What follows belongs to an exercise in optimizing a design on an open flow for small area and a short achievable clock period; a production flow would make more cautious choices.
Function was checked by simulation only, so behaviour that the tests miss may differ from the original.
No activity file was given, so power comes from the tool's default toggle rates.

## v30
==> flow/design.v (excerpt) <==
module wiz_pixel_decoder #(
    parameter N           = 64,
    parameter FRAME_BYTES = 6 * N,
    parameter [7:0] ACK_BYTE = 8'h06
) (
    input  wire                 clk,
    input  wire                 rst,
    input  wire                 rx_valid,
    input  wire [7:0]           rx_data,
    output wire                 rx_ready,
    output wire                 tx_valid,
    output wire [7:0]           tx_data,
    input  wire                 tx_ready,
    output wire                 disp_start,
    input  wire                 disp_done,
    input  wire [$clog2(N)-1:0] s1_raddr,
    input  wire [$clog2(N)-1:0] s2_raddr,
    output reg  [23:0]          s1_rdata,
    output reg  [23:0]          s2_rdata
);
    localparam CNT_W = $clog2(FRAME_BYTES);
    localparam SB    = 8 * FRAME_BYTES;
    reg             rdy;
    reg             dst;
    reg             wt;
    reg             tv;
    reg [CNT_W-1:0] cnt;       
    reg             last;      
    wire rx_fire = rx_valid && rdy;
    always @(posedge clk) begin
        if (rst) begin
            rdy  <= 1'b1;
            dst  <= 1'b0;
            wt   <= 1'b0;
            tv   <= 1'b0;
            cnt  <= {CNT_W{1'b0}};
            last <= 1'b0;
        end else begin
            dst <= rx_fire && last;
            if (rx_fire) begin
                cnt  <= cnt + 1'b1;
                last <= (cnt == FRAME_BYTES - 2);
                if (last) rdy <= 1'b0;
            end
  ...
Size: roughly 6000 cells after synthesis, about 84 I/O pins, about 110000 sq um of cells after synthesis.
export LEC_CHECK = 0
export CAP_MARGIN = 20
export CORE_ASPECT_RATIO = 0.5
export CORE_MARGIN = 2
export CORE_UTILIZATION = 60
export CTS_CLUSTER_DIAMETER = 90
export CTS_CLUSTER_SIZE = 28
export SETUP_SLACK_MARGIN = 3.6
export SLEW_MARGIN = 20
export SYNTH_HIERARCHICAL = 1
export TNS_END_PERCENT = 5
create_clock -name core_clock -period 6.0 [get_ports {clk}]
run.sh (not shown) runs the stock make flow with config.mk's settings and CLKGATE_MAP_FILE= SYNTH_SCRIPT=/design/flow/synth_recipe.tcl, a recipe that flattens the netlist after the stock synthesis.
The final layout from v30, which completed every stage, passed the timing, DRC and antenna checks at the end of the flow.
Here is what was changed in the inputs of v9 compared with v30.
- changing SETUP_SLACK_MARGIN from 3.6 to 3.7
- changing CORE_UTILIZATION from 60 to 65
Results
v30 → v9: fraction of power consumed by sequential logic fell 0.3 points; clock latency at the later pin of the worst-skew pair about even; global-route usage rose 2.2 points. | largest stage delay on the critical path | v9 vs v30 | 50 ps lower |. v9 vs v30 — final area rose 2.6%. Compared with v30, v9 shows a higher via count. The final-layout worst hold slack reported for v9 is smaller than that of v30 by 23 ps. Capturing instance or port of the critical path = s1_rdata[3]: v30; capturing instance or port of the critical path = s2_rdata[21]: v9.
diff inputs: v9 => v59
- swapping 3.7 for 3.6 in SETUP_SLACK_MARGIN
- swapping 5 for 100 in TNS_END_PERCENT
Findings:
The flow did not stop early for v59: all stages ran, and the layout cleared the timing, DRC and antenna checks.
The initial antenna violation count reported for v59 is greater than that of v9 by 2.
Wire length on met2 ends up lower on v9.
In v59 the total track usage turned out 0.71 points lower than in v9.


wiz_pixel_decoder, a different RTL version from the one above (not shown whole).
For scale: about 5,900 cells after synthesis, roughly 3,100 flip-flops, about 110,000 µm² of cells after synthesis.
Settings: LEC_CHECK=0, CAP_MARGIN=20, CORE_MARGIN=2, CORE_UTILIZATION=70, CTS_CLUSTER_DIAMETER=60, CTS_CLUSTER_SIZE=28, SETUP_SLACK_MARGIN=3.6, SLEW_MARGIN=20, SYNTH_HIERARCHICAL=1, TNS_END_PERCENT=5; clock period 6.0 ns.
The first run went through all stages and came out clean.
==> next run, changes <==
Settings changed: CORE_ASPECT_RATIO set to 0.5, CORE_UTILIZATION 70 to 60, CTS_CLUSTER_DIAMETER 60 to 90, TNS_END_PERCENT 5 to 100.
Result: Hold slack is worse by 0.0040 ns; sequential power is about the same; global-route usage shrinks by 8.4 points; clock-buffer cell count increases by 38; final cell count rose by 2.6%; fmax rose by 5.7%; setup slack gets better by 0.15 ns; area after synthesis stays the same; power shrinks by 5.3%; clock skew shrinks by 0.0050 ns.
==> next run, changes <==
Settings changed: CORE_ASPECT_RATIO 0.5 to unset, CORE_UTILIZATION 60 to 55, CTS_CLUSTER_DIAMETER 90 to 60, TNS_END_PERCENT 100 to 5.
Worst setup slack got worse by 0.058 ns.
Synthesized cell count stays the same.
Area after synthesis does not change.
Non-clock buffer count goes up by 30.
Routed wire length rose by 8.0%.
Design area rose by 2.4%.
Cell count climbs by 4.0%.
Clock-buffer cell count is lower by 30.
Core utilization is lower by 4.4 points.
==> next run, changes <==
Settings changed: CORE_UTILIZATION 55 to 65, CTS_CLUSTER_DIAMETER 60 to 90, SETUP_SLACK_MARGIN 3.6 to 3.5.
=>
- The changed run finished clean
- power fell by 8.9%
- utilization rose by 7.9 points
- register-to-register slack gets worse by 0.15 ns
- critical path depth rose by 9
==> next run, changes <==
Settings changed: CTS_CLUSTER_DIAMETER 90 to 60, SETUP_SLACK_MARGIN 3.5 to 3.8.
Hold slack barely changes.
Routed wire length came out higher by 17%.
Total power came out higher by 9.7%.
Synthesized cell count stays the same.
Clock power came out higher by 29%.
Setup slack is worse by 0.040 ns.
Synthesized area is unchanged.
Cell area came out higher by 8.6%.
Combinational power came out higher by 35%.
Clock-buffer cell count came out lower by 13.
Fmax came out lower by 1.5%.
==> next run, changes <==
Settings changed: CTS_CLUSTER_DIAMETER 60 to 90, SETUP_SLACK_MARGIN 3.8 to 3.6.
What happened: Worst setup slack improved by 0.053 ns; design area goes down by a few percent; clock-buffer cell count is higher by 13; sequential cell count is unchanged; wire length decreases by roughly a tenth.


wiz_pixel_decoder again, from the RTL that the note above started with.
clock: 6.0 ns
lec_check: 0
cap_margin: 20
core_aspect_ratio: 0.5
core_margin: 2
core_utilization: 65
cts_cluster_diameter: 60
cts_cluster_size: 28
setup_slack_margin: 3.6
slew_margin: 20
synth_hierarchical: 1
tns_end_percent: 5
The first run ran to the end with no violations.
Rerun with:
CORE_ASPECT_RATIO = default   (was 0.5)
Clock power came out higher by about a fifth.
Cell count came out higher slightly.
Setup slack gets better by 15 ps.
Final area came out higher by a few percent.
Non-clock buffer count came out higher by 58.
Rerun with:
CORE_ASPECT_RATIO = 0.5   (was default)
CTS_CLUSTER_DIAMETER = 90   (was 60)
Die area hardly moves.
Total power is lower by 7.6%.
Non-clock buffer count is lower by 25.
Global-route usage is lower by 2.0 points.
Setup slack gains 52 ps.
Cell area is lower by 2.0%.
Count of clock-buffer cells in the layout is higher by 38.
Synthesized area is unchanged.
Maximum frequency is higher by 2.0%.
Wire length is lower by 4.8%.
Rerun with:
TNS_END_PERCENT = 100   (was 5)
=> Setup slack is better by 21 ps; first-iteration DRC count rose by about 7%; sequential power hardly moves; clock skew stays flat; via count rose by 0.89%.

==> port drivers added, routing unchanged <==
No port has a modelled driver above. Below, the same layouts with a new extraction and two added sets of constraints.
Step 1 sets driving cells, clkbuf_16 on the clock port and buf_2 on the other inputs (assumed; they add their load-dependent delay and slew).
Step 2, shift: input delay + t, output delay - t, t = (earliest + latest rising clock arrival at the registers) / 2. This alone moves slack from input paths to output paths.
Three values: ideal ports, drivers, drivers and shift; two values: the first two.
run | t, ns | slack for setup (ns) | worst setup path at the end | latest minus earliest clock arrival (ns) | cell pins on the clock port's net
v30 | 0.927 | 3.361 / 3.306 / 2.453 | input to register | 0.035 / 0.035 | 1
v9 | 0.907 | 3.396 / 3.322 / 2.518 | input to register | 0.051 / 0.051 | 1
v59 | 0.909 | 3.387 / 3.314 / 2.478 | input to register | 0.048 / 0.048 | 1
the first run of note 2 | 0.897 | 3.256 / 3.214 / 2.317 | input to register | 0.049 / 0.049 | 1
the second run of note 2 | 0.911 | 3.403 / 3.307 / 2.564 | input to register | 0.051 / 0.051 | 1
the third run of note 2 | 0.952 | 3.345 / 3.252 / 2.429 | input to register | 0.052 / 0.052 | 1
the fourth run of note 2 | 0.885 | 3.338 / 3.335 / 2.454 | input to register | 0.040 / 0.040 | 1
the fifth run of note 2 | 0.942 | 3.298 / 3.286 / 2.344 | input to register | 0.046 / 0.046 | 1
the sixth run of note 2 | 0.891 | 3.351 / 3.337 / 2.451 | input to register | 0.042 / 0.041 | 1
the first run of note 3 | 0.911 | 3.376 / 3.364 / 2.518 | input to register | 0.046 / 0.046 | 1
the second run of note 3 | 0.933 | 3.391 / 3.304 / 2.455 | input to register | 0.040 / 0.040 | 1
the third run of note 3 | 0.908 | 3.443 / 3.355 / 2.479 | input to register | 0.038 / 0.038 | 1
the fourth run of note 3 | 0.903 | 3.464 / 3.368 / 2.595 | input to register | 0.035 / 0.035 | 1
After both steps every run listed still meets setup and hold. For the third run of note 3, which loses most, drivers alone change the setup slack by -0.088 ns; drivers and shift together by -0.964 ns.
